Background: an optimization exercise with open tools, aiming at small area, a short achievable clock period and few clock cycles. Do not read the settings as production practice.
In this exercise RTL edits were held to simulation tests only and were not proved equivalent to the original.
No activity file was given, so power comes from the tool's default toggle rates.

==> flow/design.v <==
module proc_alu (
    input  wire [3:0]  op,
    input  wire [2:0]  shamt,
    input  wire [15:0] a,
    input  wire [15:0] b,
    output reg  [15:0] r,
    output reg         c,
    output reg         v
);
    wire [16:0] sum  = {1'b0, a} + {1'b0, b};
    wire [15:0] diff = a - b;
    wire [31:0] prod = a * b;
    always @* begin
        r = 16'h0000;
        c = 1'b0;
        v = 1'b0;
        case (op)
            4'h0, 4'h5: begin  
                r = diff;
                c = (a >= b);
                v = (a[15] != b[15]) && (diff[15] != a[15]);
            end
            4'h4: begin  
                r = sum[15:0];
                c = sum[16];
                v = (a[15] == b[15]) && (sum[15] != a[15]);
            end
            4'h6: begin  
                r = prod[15:0];
                c = |prod[31:16];
                v = |prod[31:16];
            end
            4'h7: r = a & b;
            4'h8: r = a | b;
            4'h9: r = ~a;
            4'hA: r = a ^ b;
            4'hB: r = a >> shamt;
            4'hC: r = a << shamt;
            4'hD: r = {a[0], a[15:1]};
            4'hE: r = {a[14:0], a[15]};
            default: r = 16'h0000;
        endcase
    end
endmodule
module proc_core (
    input  wire         clk,
    input  wire         rst,
    input  wire         load_valid,
    input  wire [15:0]  load_addr,
    input  wire [15:0]  load_word,
    input  wire         start,
    output wire [9:0]   imem_addr,
    input  wire [15:0]  imem_rdata,
    output reg  [9:0]   dmem_addr,
    output reg          dmem_we,
    output reg  [15:0]  dmem_wdata,
    input  wire [15:0]  dmem_rdata,
    output reg  [7:0]   stk_addr,
    output reg          stk_we,
    output reg  [15:0]  stk_wdata,
    input  wire [15:0]  stk_rdata,
    output reg  [2:0]   run_state,
    output reg          evt_valid,
    output reg  [3:0]   evt_code,
    output reg  [15:0]  evt_data,
    output wire [15:0]  obs_pc,
    output wire [15:0]  obs_ir,
    output wire [15:0]  obs_sp,
    output wire [3:0]   obs_flags,    
    output wire [127:0] obs_regs      
);
    localparam [2:0] S_IDLE = 3'd0, S_RUNNING = 3'd1, S_HALTED = 3'd2,
                     S_FAULTED = 3'd3, S_LOAD_FAILED = 3'd4;
    localparam [3:0] E_REPORT = 4'd1, E_MEM_WARN = 4'd2, E_STACK_OVF = 4'd3,
                     E_STACK_UNF = 4'd4, E_DECODE_FATAL = 4'd5,
                     E_HALT_SENTINEL = 4'd6, E_HALT_PC_RANGE = 4'd7,
                     E_LOAD_BAD_ADDR = 4'd8, E_LOAD_EMPTY = 4'd9;
    reg [15:0] pc, ir, sp;
    reg        fz, fs, fc, fv;
    reg [15:0] regs [0:7];
    reg        accepted;    
    assign obs_pc    = pc;
    assign obs_ir    = ir;
    assign obs_sp    = sp;
    assign obs_flags = {fz, fs, fc, fv};
    assign obs_regs  = {regs[7], regs[6], regs[5], regs[4],
                        regs[3], regs[2], regs[1], regs[0]};
    assign imem_addr = pc[10:1];
    wire [15:0] w   = imem_rdata;
    wire [3:0]  op  = w[15:12];
    wire        imm = w[11];
    wire [2:0]  rd  = w[10:8];
    wire [2:0]  rm  = w[7:5];
    wire [2:0]  rn  = w[4:2];
    wire [1:0]  sel = w[1:0];
    wire [15:0] xd = regs[rd];
    wire [15:0] xm = regs[rm];
    wire [15:0] xn = regs[rn];
    wire pc_ok   = (pc < 16'h0800);
    wire is_halt = (w == 16'hFFFF);
    reg legal;
    always @* begin
        case (op)
            4'h0:    legal = imm || (sel != 2'd0) || (w == 16'h0000);
            4'h1, 4'h2, 4'hB, 4'hC: legal = 1'b1;
            4'h3, 4'h4, 4'h5, 4'h6, 4'h7, 4'h8, 4'h9, 4'hA, 4'hD, 4'hE:
                     legal = !imm;
            default: legal = 1'b0;
        endcase
    end
    wire is_nop   = (w == 16'h0000);
    wire is_jump  = (op == 4'h0) && imm;
    wire is_push  = (op == 4'h0) && !imm && (sel == 2'd1);
    wire is_pop   = (op == 4'h0) && !imm && (sel == 2'd2);
    wire is_cmp   = (op == 4'h0) && !imm && (sel == 2'd3);
    wire is_mov   = (op == 4'h1) && !imm;
    wire is_movi  = (op == 4'h1) && imm;
    wire is_store = (op == 4'h2) && !imm;
    wire is_stori = (op == 4'h2) && imm;
    wire is_load  = (op == 4'h3);
    wire is_alu   = (op >= 4'h4) && (op <= 4'hE);
    wire [15:0] alu_r;
    wire        alu_c, alu_v;
    proc_alu u_alu (
        .op    (op),
        .shamt (imm ? w[2:0] : 3'd1),
        .a     (xm),
        .b     (xn),
        .r     (alu_r),
        .c     (alu_c),
        .v     (alu_v)
    );
    wire [15:0] disp = {{7{w[10]}}, w[10:2]};
    reg taken;
    always @* begin
        case (sel)
            2'd0: taken = 1'b1;
            2'd1: taken = fz && !fs;
            2'd2: taken = fs && !fz;
            default: taken = !fz && !fs;
        endcase
    end
    wire [15:0] pc_next = (is_jump && taken) ? (pc + disp) : (pc + 16'd2);
    wire [15:0] maddr    = is_stori ? xd : xm;
    wire        maddr_ok = !maddr[0] && (maddr < 16'h0800);
    wire        ld_ok    = !load_addr[0] && (load_addr < 16'h0800);
    wire        stk_full  = (sp == 16'h8000);
    wire        stk_empty = (sp >= 16'h8200);
    wire [15:0] depth2    = 16'h8200 - sp;    
    wire step = (run_state == S_RUNNING) && pc_ok && !is_halt && legal;
    always @* begin
        dmem_addr  = maddr[10:1];
        dmem_we    = 1'b0;
        dmem_wdata = is_stori ? {8'h00, w[7:0]} : xn;
        if (run_state == S_IDLE) begin
            dmem_addr  = load_addr[10:1];
            dmem_wdata = load_word;
            dmem_we    = load_valid && ld_ok;
        end else if (step && (is_store || is_stori)) begin
            dmem_we    = maddr_ok;
        end
    end
    always @* begin
        stk_wdata = xn;
        if (is_push) begin
            stk_addr = depth2[8:1];            
            stk_we   = step && !stk_full;
        end else begin
            stk_addr = depth2[8:1] - 8'd1;     
            stk_we   = 1'b0;
        end
    end
    integer k;
    always @(posedge clk) begin
        if (rst) begin
            run_state <= S_IDLE;
            pc        <= 16'h0000;
            ir        <= 16'h0000;
            sp        <= 16'h8200;
            fz        <= 1'b0;
            fs        <= 1'b0;
            fc        <= 1'b0;
            fv        <= 1'b0;
            accepted  <= 1'b0;
            evt_valid <= 1'b0;
            evt_code  <= 4'd0;
            evt_data  <= 16'h0000;
            for (k = 0; k < 8; k = k + 1)
                regs[k] <= 16'h0000;
        end else begin
            evt_valid <= 1'b0;
            evt_code  <= 4'd0;
            evt_data  <= 16'h0000;
            case (run_state)
                S_IDLE: begin
                    if (load_valid) begin
                        if (ld_ok) begin
                            accepted <= 1'b1;
                        end else begin
                            run_state <= S_LOAD_FAILED;
                            evt_valid <= 1'b1;
                            evt_code  <= E_LOAD_BAD_ADDR;
                            evt_data  <= load_addr;
                        end
                    end else if (start) begin
                        if (accepted) begin
                            run_state <= S_RUNNING;
                        end else begin
                            run_state <= S_LOAD_FAILED;
                            evt_valid <= 1'b1;
                            evt_code  <= E_LOAD_EMPTY;
                        end
                    end
                end
                S_RUNNING: begin
                    if (!pc_ok) begin
                        run_state <= S_HALTED;
                        evt_valid <= 1'b1;
                        evt_code  <= E_HALT_PC_RANGE;
                        evt_data  <= pc;
                    end else if (is_halt) begin
                        run_state <= S_HALTED;
                        evt_valid <= 1'b1;
                        evt_code  <= E_HALT_SENTINEL;
                        evt_data  <= pc;
                    end else if (!legal) begin
                        ir        <= w;
                        run_state <= S_FAULTED;
                        evt_valid <= 1'b1;
                        evt_code  <= E_DECODE_FATAL;
                        evt_data  <= w;
                    end else begin
                        ir <= w;
                        pc <= pc_next;
                        if (is_nop) begin
                            evt_valid <= 1'b1;
                            evt_code  <= E_REPORT;
                            evt_data  <= pc;
                        end
                        if (is_push) begin
                            if (stk_full) begin
                                evt_valid <= 1'b1;
                                evt_code  <= E_STACK_OVF;
                                evt_data  <= sp;
                            end else begin
                                sp <= sp - 16'd2;
                            end
                        end
                        if (is_pop) begin
                            if (stk_empty) begin
                                evt_valid <= 1'b1;
                                evt_code  <= E_STACK_UNF;
                                evt_data  <= sp;
                                regs[rd]  <= 16'h0000;
                            end else begin
                                sp       <= sp + 16'd2;
                                regs[rd] <= stk_rdata;
                            end
                        end
                        if (is_mov)
                            regs[rd] <= xm;
                        if (is_movi)
                            regs[rd] <= {8'h00, w[7:0]};
                        if (is_load || is_store || is_stori) begin
                            if (!maddr_ok) begin
                                evt_valid <= 1'b1;
                                evt_code  <= E_MEM_WARN;
                                evt_data  <= maddr;
                            end else if (is_load) begin
                                regs[rd] <= dmem_rdata;
                            end
                        end
                        if (is_alu)
                            regs[rd] <= alu_r;
                        if (is_alu || is_cmp) begin
                            fz <= (alu_r == 16'h0000);
                            fs <= alu_r[15];
                            fc <= alu_c;
                            fv <= alu_v;
                        end
                    end
                end
                default: ;  
            endcase
        end
    end
endmodule
==> flow/run.sh <==
#!/bin/bash
# synth_recipe.tcl (not shown) runs the flow's synth.tcl, then flattens the netlist and writes it again
# the make line also repeats each setting of config.mk as NAME=value (left out here)
make -C /OpenROAD-flow-scripts/flow DESIGN_CONFIG=/design/flow/config.mk WORK_HOME=/design/flow/orfs CLKGATE_MAP_FILE= SYNTH_SCRIPT=/design/flow/synth_recipe.tcl finish
==> flow/config.mk <==
export PLATFORM = sky130hd
export DESIGN_NAME = proc_core
export DESIGN_NICKNAME = proc_core
export VERILOG_FILES = /design/flow/design.v
export SDC_FILE = /design/flow/constraint.sdc
export NUM_CORES = 4
export LEC_CHECK = 0
export CAP_MARGIN = 20
export CORE_MARGIN = 2
export CORE_UTILIZATION = 40
export SLEW_MARGIN = 20
==> flow/constraint.sdc <==
create_clock -name core_clock -period 15.0 [get_ports {clk}]
set_input_delay 3.0000 -clock core_clock [delete_from_list [all_inputs] [get_ports {clk}]]
set_output_delay 3.0000 -clock core_clock [all_outputs]
set_load 0.01 [all_outputs]
==> results.txt <==
The run finished with no timing, DRC or antenna violations. The biggest cell delay along the critical path came out at 0.80 ns. The main combinational cell family by area after synthesis is adder cells. The number of instances in the placed design came out at 4063.

The final core area utilization came out at ~48%. The instance count of the mapped netlist is 2995. STA classifies the critical path startpoint as an input port. The worst setup path is captured at a flip-flop. The launch instance of the worst min-delay path is ir[15]. The worst slew margin relative to its limit is 12.6%. The chip height is 259 um. The clock period minus final worst setup slack is 12.31 ns. The path category of the worst min-delay check is reg2reg. The via total after detailed routing is 26200. After Yosys synthesis, full adders, half adders and majority gates account for 23.4% of the synthesized area. The worst reg-to-reg path cell count is 25.

The placed wire-length estimate after detailed placement came out at 88.4 mm. In the layout the commonest cells are 411 x nor2_1, 339 x clkdlybuf4s50_1, 300 x nand2_1. The share of the yosys chip area belonging to registers is 20.6%.

The number of cells on the worst hold path came out at 2. The synthesized netlist devotes about 18% of its cell area to simple gates. The critical path start-end classification is in2reg.

In the synthesized netlist, mux cells make up 12.1% of the area. The row count came out at 93. TritonCTS built the clock tree. The worst-path maximum fanout is 25. Setup repair after global routing left no endpoint under its margin.

After layout, the worst path uses 82.1% of the clock period. The final-report max-slew violation count came to 0. The number of port buffers came out at 348. Leaving out fill and tap cells, the most frequent cell in the layout is nor2_1. Leaving out filler cells and counting taps, the final layout contains 4110. The minimum hold slack came out at 0.493 ns. The critical path required time came out at 15.39 ns. In this run the worst setup path begins at imem_rdata[2].

The number of violations of the max-capacitance limit came out at 0. The number of setup violations in the final report is 0. The post-placement setup slack is 2.30 ns. After clock tree synthesis, the clock-pin slew on the worst setup and hold paths is 0.06 ns. The number of vias per cell after detailed routing came out at 6.37.

The worst IR drop on VDD came out at ~0.00012 V. The area taken by flip-flops and latches came out at 0.00537 sq mm. The overflow left after global routing is 0. Clock skew on the completed layout was measured at 0.0405 ns.

The detail route stage leaves a number of antenna-violating nets equal to 0. The net count of the finished layout is approximately 3700. The area of the die is 0.0671 sq mm. The cell area that synthesis handed to floorplanning was 0.0260 sq mm. The share of final-layout standard cells stronger than drive strength 1 is 9.14%. The CTS root buffer is clkbuf_16. The least setup slack across all paths after layout came out at 2.69 ns. The largest individual stage delay along the critical path comes from the cell nor4_1. The parity-gate share of the synthesized area counting xor and xnor cells is under 10%. The post-synthesis net count came out at 3446. The initial antenna violation count is 3. Entering global routing, the biggest net connects 62 pins.

For this run, the leading register cell type out of synthesis is edfxtp_1. The number of warnings issued by yosys came out at 2. The synthesized netlist devotes 16.7% of its cell area to compound gates. The number of top-level design ports is 350. The count of endpoints failing hold in the final timing report is 0.

The maximum count of clock buffers along a single path is 3. The fill cell instance count of the final layout came out at 6143. The placer's final routability congestion estimate came out at about 1. For this block, the routed nets add up to 116 mm of wire. The effective utilization at floorplan is 40.4%. The worst register-to-register path begins at regs[5][6]. Buffers inserted to repair hold after CTS numbered 0. The data arrival at the endpoint of the critical path came out at ~13 ns.

The cell type with the highest occurrence count on the critical path is fa_1. The number of sinks handled by clock tree synthesis is 204. The static leakage came out at 0.0120 uW. After synthesis, the share of flip-flops with an asynchronous set or reset is 0%. The core region is around 0.064 sq mm. The violation count after the first detailed-route iteration came out at 3613. The power density of the placed cells is 125 mW/mm^2. The number of flops mapped to enable cells by yosys came out at 128.

The mean instance size in the synthesized netlist is 8.68 sq um. The area growth from synthesis to layout is 19.4%. The setup TNS after final layout is 0 ns.

Buffers inserted during clock tree synthesis total 24. In the final layout, the multi-input gates occupy 0.0187 sq mm. The first global-routing pass estimated 170 mm of wire. The width of the die is 259 um. The overall global routing resource usage is 33.7%. At the pin with the least slew margin, the transition time is roughly 1.3 ns. The post-CTS repair timing setup buffer count came out at 0.

The residual DRC count is 0. The post-cts gate resize count is 0. The detailed-route wire length per cell is 28.2 um.

CTS built an H-tree with a depth of 1. The count of distinct cell types in the synthesized netlist came out at 93. The number of global-route vias before repair is 25800. For this run, the detailed router's first-pass iteration total came to 7. The insertion delay to the later sink of the worst-skew pair is 0.59 ns.

The top achievable clock speed came out at 0.0812 GHz. Synthesis inferred 204 register bits.
-- synthesized netlist by cell type (10+ instances only) --
cell type | instances | area [sq um]
nor2_1 | 413 | 1550
nand2_1 | 300 | 1130
inv_1 | 284 | 1070
fa_1 | 197 | 3940
ha_1 | 170 | 2130
o21ai_0 | 160 | 801
clkbuf_1 | 148 | 556
edfxtp_1 | 128 | 3840
a21oi_1 | 107 | 536
mux4_2 | 88 | 1980
mux2i_1 | 81 | 811
dfxtp_1 | 76 | 1520
nor3_1 | 64 | 320
nand3_1 | 53 | 265
xnor2_1 | 43 | 377
a221oi_1 | 38 | 333
o22ai_1 | 34 | 213
a211oi_1 | 33 | 248
a22oi_1 | 31 | 233
nor2b_1 | 30 | 188
nand2b_1 | 27 | 169
a31oi_1 | 24 | 150
a21o_1 | 23 | 173
buf_2 | 23 | 115
nand4_1 | 22 | 138
a32oi_1 | 17 | 149
buf_4 | 17 | 128
nor4_1 | 17 | 106
o21a_1 | 17 | 128
and3_1 | 16 | 100
buf_1 | 16 | 60.1
mux2_2 | 16 | 180
or3_1 | 16 | 100
o31ai_1 | 14 | 105
a22o_1 | 13 | 114
inv_2 | 13 | 48.8
a222oi_1 | 12 | 120
o221ai_1 | 12 | 105
xor2_1 | 12 | 105
o211ai_1 | 11 | 82.6
and2_1 | 10 | 62.6
-- final timing paths --
check	to	slack, ns
max	fc	2.69
min	ir[15]	0.49
max reg2reg	fc	5.76
min reg2reg	ir[15]	0.49
-- critical path, delay by kind of cell --
kind | cells | cell delay (ns)
simple gates | 4 | 1.88
buf+inv | 7 | 2.20
xor+xnor | 1 | 0.14
compound gates | 4 | 0.89
fa+ha+maj | 8 | 3.74
mux | 2 | 0.78
-- kinds of logic after synthesis --
kind of cell    after synthesis
mux                         194
buf+inv                     513
flops                       204
compound gates              641
fa+ha+maj                   367
other cells                   1
xor+xnor                     55
simple gates               1020
-- stage by stage --
| stage | power, uW | cell area, sq um |
|---|---|---|
| 2_1_floorplan | 2390 | 26000 |
| 3_3_place_gp | 3180 | 30200 |
| 3_5_place_dp | 3200 | 30200 |
| 4_1_cts | 3820 | 31000 |
| 5_1_grt | 4160 | 31000 |
| 6_report | 3870 | 31000 |
-- state kept, by name (all words and copies together), names as in the netlist --
| register | count |
|---|---|
| accepted | 1 |
| evt_code | 4 |
| evt_data | 16 |
| evt_valid | 1 |
| fc | 1 |
| fs | 1 |
| fv | 1 |
| fz | 1 |
| ir | 16 |
| pc | 16 |
| regs | 128 |
| run_state | 3 |
| sp | 15 |
-- power by group --
part | internal, uW | switching [uW] | total, uW
logic | 971 | 1650 | 2630
registers | 610 | 20.7 | 631
clock network | 348 | 261 | 609
-- per-layer routing --
layer	global-route usage (%)	routed length [um]	vias up
met2	52.8	52100	1798
li1	-	-	11100
met3	5.97	12000	290
met1	45.7	46400	13000
met5	0	0	-
met4	14.4	5160	0
-- cell type report --
class                      count  share of cell area [%]
antenna                        4                  0.0323
clock buffer                  28                    1.98
clock inverter                15                   0.585
inverter                     306                    3.70
multi-input combinational   2278                    60.1
sequential                   204                    17.3
tap                          855                    3.45
timing repair buffer         420                    12.8
Testbench counts, summed over its fixed seeds: cycles 87,775.

## afterwards: timing with drivers on the ports
The flow's constraints put no driver on any port. The routed layout listed below was extracted and timed again, unchanged, in two steps.
Step 1 sets driving cells, clkbuf_16 on the clock port and buf_2 on the other inputs (assumed; they add their load-dependent delay and slew).
Step 2 adds t to the input delays and takes it off the output delays; t is the mean of the earliest and latest rising clock arrival at the registers after step 1. Input paths then give back, and output paths get back, about the clock's delay inside the block.
Three values: ideal, step 1, step 2; two values: the first two.
t (ns): 0.627
setup slack, ns: 2.687 / 2.719 / 2.092
hold slack, ns: 0.493 / 0.493 / 0.493
worst register clock-pin slew, ns: 0.07 / 0.07
After both steps this run still meets setup and hold. The setup slack of this run moves by +0.032 ns with the drivers and by -0.595 ns with both steps.
